What follows belongs to an exercise in optimizing a design on an open flow for small area; a production flow would make more cautious choices.
In this exercise RTL edits were held to simulation tests only and were not proved equivalent to the original.
Power figures rest on the tool's default switching activity, not on a simulated workload.

==> module ltc_rx, before the edit <==
module ltc_rx (
    input  wire        clk,
    input  wire        rst,             
    input  wire        flush,           
    input  wire        in_valid,
    input  wire [7:0]  in_data,
    input  wire        in_last,         
    output reg         ev_valid,
    output wire [1:0]  ev_cmd,
    output wire [3:0]  ev_ch,
    output wire [1:0]  ev_pri,
    output wire [7:0]  ev_seq,
    output wire [8:0]  ev_len,
    output wire [31:0] ev_freq,
    output wire [7:0]  ev_tx_power,
    output wire [31:0] ev_tx_count,
    output wire [31:0] ev_rx_count,
    output wire [15:0] ev_crc_count,
    output wire [39:0] ev_ack_frame,
    output wire [15:0] st_frames_rx,
    output wire [15:0] st_crc_errors,
    output wire [15:0] st_framing_errors,
    output wire [15:0] st_acks_sent,
    output wire [15:0] st_rx_out_of_order,
    output wire [15:0] st_nacks_received
);
    localparam [1:0] CMD_DATA   = 2'd0;
    localparam [1:0] CMD_ACK    = 2'd1;
    localparam [1:0] CMD_NACK   = 2'd2;
    localparam [1:0] ACK_PRIORITY = 2'd1;    
    reg        in_seg;           
    reg        fresh;            
    reg [9:0]  cnt;              
    reg [15:0] crc;              
    reg [7:0]  hdr_packed;       
    reg [7:0]  hdr_seq;          
    reg [7:0]  pl [0:14];        
    wire byte_in = in_valid && !flush;
    wire is_sync = (in_data == 8'h00);
    wire seg_end   = byte_in && is_sync && in_seg;
    wire seg_grow  = byte_in && !is_sync && in_seg;
    wire len_ok    = !fresh && !cnt[9];
    wire crc_ok    = (crc == 16'h0000);
    wire frame_ok  = seg_end && len_ok && crc_ok;
    wire frame_bad = seg_end && !(len_ok && crc_ok);
    wire long_seg  = !fresh && !cnt[9] && (cnt[8] || cnt[7:0] >= 8'd251);
    wire overflow  = seg_grow && in_last && long_seg;
    wire [1:0] f_cmd = hdr_packed[1:0];
    wire [15:0] crc_next;
    ltc_crc16_byte u_crc (.crc_in(crc), .data(in_data), .crc_out(crc_next));
    wire [15:0] crc_sync;
    ltc_crc16_byte u_crc0 (.crc_in(16'hFFFF), .data(8'h00), .crc_out(crc_sync));
    wire cap = byte_in && !is_sync;
    wire clr = byte_in && is_sync;
    wire [8:0] plen = cnt[8:0];
    wire inc_freq = (plen < 9'd4);
    wire inc_txp  = (plen < 9'd5);
    wire inc_txc  = (plen < 9'd9);
    wire inc_rxc  = (plen < 9'd13);
    wire inc_crcc = (plen < 9'd15);
    reg  [14:0] pl_inc;
    always @(*) begin
        pl_inc[3:0]   = {4{inc_freq}};
        pl_inc[4]     = inc_txp;
        pl_inc[8:5]   = {4{inc_txc}};
        pl_inc[12:9]  = {4{inc_rxc}};
        pl_inc[14:13] = {2{inc_crcc}};
    end
    integer k;
    always @(posedge clk) begin
        if (rst || flush)
            in_seg <= 1'b0;
        else if (byte_in) begin
            if (is_sync)
                in_seg <= 1'b1;
            else if (overflow)
                in_seg <= 1'b0;
        end
        if (byte_in) begin
            fresh <= is_sync;
            crc   <= is_sync ? crc_sync : crc_next;
        end
        if (cap)
            cnt <= fresh ? -10'sd3 : cnt + 10'd1;
        if (cap && fresh)
            hdr_packed <= in_data;
        if (cap && !fresh && cnt == -10'sd3)
            hdr_seq <= in_data;
        for (k = 0; k < 15; k = k + 1)
            if ((cap && !fresh && cnt == k[9:0] - 10'd2) || (clr && pl_inc[k]))
                pl[k] <= in_data;
    end
    always @(posedge clk) begin
        if (rst)
            ev_valid <= 1'b0;
        else
            ev_valid <= frame_ok;
    end
    assign ev_cmd = f_cmd;
    assign ev_ch  = hdr_packed[7:4];
    assign ev_pri = hdr_packed[3:2];
    assign ev_seq = hdr_seq;
    assign ev_len = cnt[8:0];
    assign ev_freq      = {pl[0], pl[1], pl[2], pl[3]};
    assign ev_tx_power  = pl[4];
    assign ev_tx_count  = {pl[5], pl[6], pl[7], pl[8]};
    assign ev_rx_count  = {pl[9], pl[10], pl[11], pl[12]};
    assign ev_crc_count = {pl[13], pl[14]};
    wire [7:0]  ack_packed = {hdr_packed[7:4], ACK_PRIORITY, CMD_ACK};
    wire [15:0] ack_c1, ack_c2;
    ltc_crc16_byte u_ack1 (.crc_in(crc_sync), .data(ack_packed), .crc_out(ack_c1));
    ltc_crc16_byte u_ack2 (.crc_in(ack_c1),   .data(hdr_seq),    .crc_out(ack_c2));
    assign ev_ack_frame = {8'h00, ack_packed, hdr_seq, ack_c2};
    reg bad_q, ovf_q;
    always @(posedge clk) begin
        bad_q <= frame_bad && !rst;
        ovf_q <= overflow && !rst;
    end
    wire [15:0] st_data_frames;
    ltc_sat_counter #(.W(16)) u_frames_rx (
        .clk(clk), .rst(rst), .inc(ev_valid), .count(st_frames_rx));
    ltc_sat_counter #(.W(16)) u_crc_errors (
        .clk(clk), .rst(rst), .inc(bad_q), .count(st_crc_errors));
    ltc_sat_counter #(.W(16)) u_framing_errors (
        .clk(clk), .rst(rst), .inc(ovf_q), .count(st_framing_errors));
    ltc_sat_counter #(.W(16)) u_data_frames (
        .clk(clk), .rst(rst), .inc(ev_valid && f_cmd == CMD_DATA), .count(st_data_frames));
    ltc_sat_counter #(.W(16)) u_nacks_received (
        .clk(clk), .rst(rst), .inc(ev_valid && f_cmd == CMD_NACK), .count(st_nacks_received));
    assign st_acks_sent       = st_data_frames;
    assign st_rx_out_of_order = st_data_frames;
endmodule
Settings: LEC_CHECK=0, CAP_MARGIN=0, CORE_MARGIN=2, CORE_UTILIZATION=65, GPL_TIMING_DRIVEN=0, PLACE_DENSITY=0.75, SLEW_MARGIN=0; clock period 5.0 ns.
standard.sh (not shown) runs the stock make flow with config.mk's settings and CLKGATE_MAP_FILE= SYNTH_SCRIPT=/design/flow/synth_recipe.tcl, a recipe that flattens the netlist after the stock synthesis.
==> flow/flow/run.sh <==
#!/bin/bash
# The standard layout (standard.sh) with these changes:
# - synthesis maps the combinational logic with an area-oriented ABC script,
#   and leaves adders to ABC instead of mapping them to adder cells first;
# - buffers left by synthesis are removed before the ports are buffered;
# - every output port is buffered by the smallest buffer, every input port
#   by a buf_2 (flow/pre_gpl.tcl);
# - a clock tree of small buffers without dummy loads.
# Each tool's log is in orfs/logs/; make's output is in standard.log.
set -euo pipefail
here=$PWD
export AREA_ABC_SCRIPT=$here/flow/area.abc
export ADDER_MAP_FILE=
export BUFFER_PORTS_ARGS="-outputs -buffer_cell sky130_fd_sc_hd__buf_1"
export CTS_ARGS="-sink_clustering_enable -repair_clock_nets -dont_use_dummy_load -buf_list sky130_fd_sc_hd__clkbuf_4 -sink_clustering_size 10 -sink_clustering_max_diameter 40"
export PRE_GLOBAL_PLACE_TCL=$here/flow/pre_gpl.tcl
sed "s#SYNTH_SCRIPT=[^ ]*#SYNTH_SCRIPT=$here/flow/my_synth.tcl#" standard.sh > my_standard.sh
grep -q "SYNTH_SCRIPT=$here/flow/my_synth.tcl" my_standard.sh
bash my_standard.sh > standard.log 2>&1
==> flow/flow/area.abc <==
strash
&get -n
&fraig -x
&put
scorr
dc2
strash
dch -f
dc2
&get -n
&dch -f
&nf -R 1000 -p -a -F 8 -A 4
&put
topo
stime -c
dnsize -c
==> flow/flow/my_synth.tcl <==
# The standard flow's synthesis script (synth_recipe.tcl), with ABC's combinational
# mapping run from an area-oriented script (flow/area.abc). Registers are
# mapped before ABC runs, so they are the same as the standard synthesis's.
proc synth {args} { yosys synth -nofsm -noshare {*}$args }
proc abc {args} {
  set i [lsearch -exact $args -script]
  if {$i >= 0} {
    set args [lreplace $args [expr {$i+1}] [expr {$i+1}] $::env(AREA_ABC_SCRIPT)]
  }
  yosys abc {*}$args
}
source $::env(SCRIPTS_DIR)/synth.tcl
# left out here: clear keep_hierarchy, flatten, clean up, hide names made inside functions, write 1_2_yosys.v
==> flow/flow/pre_gpl.tcl <==
remove_buffers
buffer_ports -inputs -buffer_cell sky130_fd_sc_hd__buf_2
Change:
--- a/flow/design.v
+++ b/flow/design.v
@@ -65,24 +65,25 @@
     localparam [1:0] CMD_ACK    = 2'd1;
     localparam [1:0] CMD_NACK   = 2'd2;
     localparam [1:0] ACK_PRIORITY = 2'd1;    
     reg        in_seg;           
     reg        fresh;            
-    reg [9:0]  cnt;              
+    reg [8:0]  cnt;              
     reg [15:0] crc;              
     reg [7:0]  hdr_packed;       
     reg [7:0]  hdr_seq;          
     reg [7:0]  pl [0:14];        
     wire byte_in = in_valid && !flush;
     wire is_sync = (in_data == 8'h00);
     wire seg_end   = byte_in && is_sync && in_seg;
     wire seg_grow  = byte_in && !is_sync && in_seg;
-    wire len_ok    = !fresh && !cnt[9];
+    wire short_seg = (cnt[8:2] == 7'h7F);    
+    wire len_ok    = !fresh && !short_seg;
     wire crc_ok    = (crc == 16'h0000);
     wire frame_ok  = seg_end && len_ok && crc_ok;
     wire frame_bad = seg_end && !(len_ok && crc_ok);
-    wire long_seg  = !fresh && !cnt[9] && (cnt[8] || cnt[7:0] >= 8'd251);
+    wire long_seg  = !fresh && !short_seg && (cnt[8] || cnt[7:0] >= 8'd251);
     wire overflow  = seg_grow && in_last && long_seg;
     wire [1:0] f_cmd = hdr_packed[1:0];
     wire [15:0] crc_next;
     ltc_crc16_byte u_crc (.crc_in(crc), .data(in_data), .crc_out(crc_next));
     wire [15:0] crc_sync;
@@ -116,17 +117,17 @@
         if (byte_in) begin
             fresh <= is_sync;
             crc   <= is_sync ? crc_sync : crc_next;
         end
         if (cap)
-            cnt <= fresh ? -10'sd3 : cnt + 10'd1;
+            cnt <= fresh ? 9'h1FD : cnt + 9'd1;
         if (cap && fresh)
             hdr_packed <= in_data;
-        if (cap && !fresh && cnt == -10'sd3)
+        if (cap && !fresh && cnt == 9'h1FD)
             hdr_seq <= in_data;
         for (k = 0; k < 15; k = k + 1)
-            if ((cap && !fresh && cnt == k[9:0] - 10'd2) || (clr && pl_inc[k]))
+            if ((cap && !fresh && cnt == k[8:0] - 9'd2) || (clr && pl_inc[k]))
                 pl[k] <= in_data;
     end
     always @(posedge clk) begin
         if (rst)
             ev_valid <= 1'b0;
Count of clock-buffer cells in the layout grows by 1.
Total power stays flat.
Sequential power stays flat.
Area after synthesis shrinks by about 0.9%.
Register-to-register slack gains 120 ps.
Routed wire length stays flat.
Worst setup slack gains 74 ps.
Clock skew grows by 13 ps.

-- port drivers added, routing unchanged --
Ports are ideal in the flow. The routed layouts listed here were re-timed in OpenROAD.
Step 1, drivers: a clkbuf_16 drives clk and a buf_2 each remaining input, both assumed.
Step 2 adds t to the input delays and takes it off the output delays; t is the mean of the earliest and latest rising clock arrival at the registers after step 1. Input paths then give back, and output paths get back, about the clock's delay inside the block.
Slacks: no drivers / after step 1 / after step 2; pairs: no drivers / after step 1.
run | shift t [ns] | setup WS [ns] | worst setup path after step 2 | cell pins on the clock port's net
the first run | 0.685 | 1.477 / 1.493 / 0.807 | input to register | 1
the second run | 0.668 | 1.552 / 1.569 / 0.901 | input to register | 1
After both steps every run listed still meets setup and hold. For the first run, which loses most, drivers alone change the setup slack by +0.016 ns; drivers and shift together by -0.670 ns.
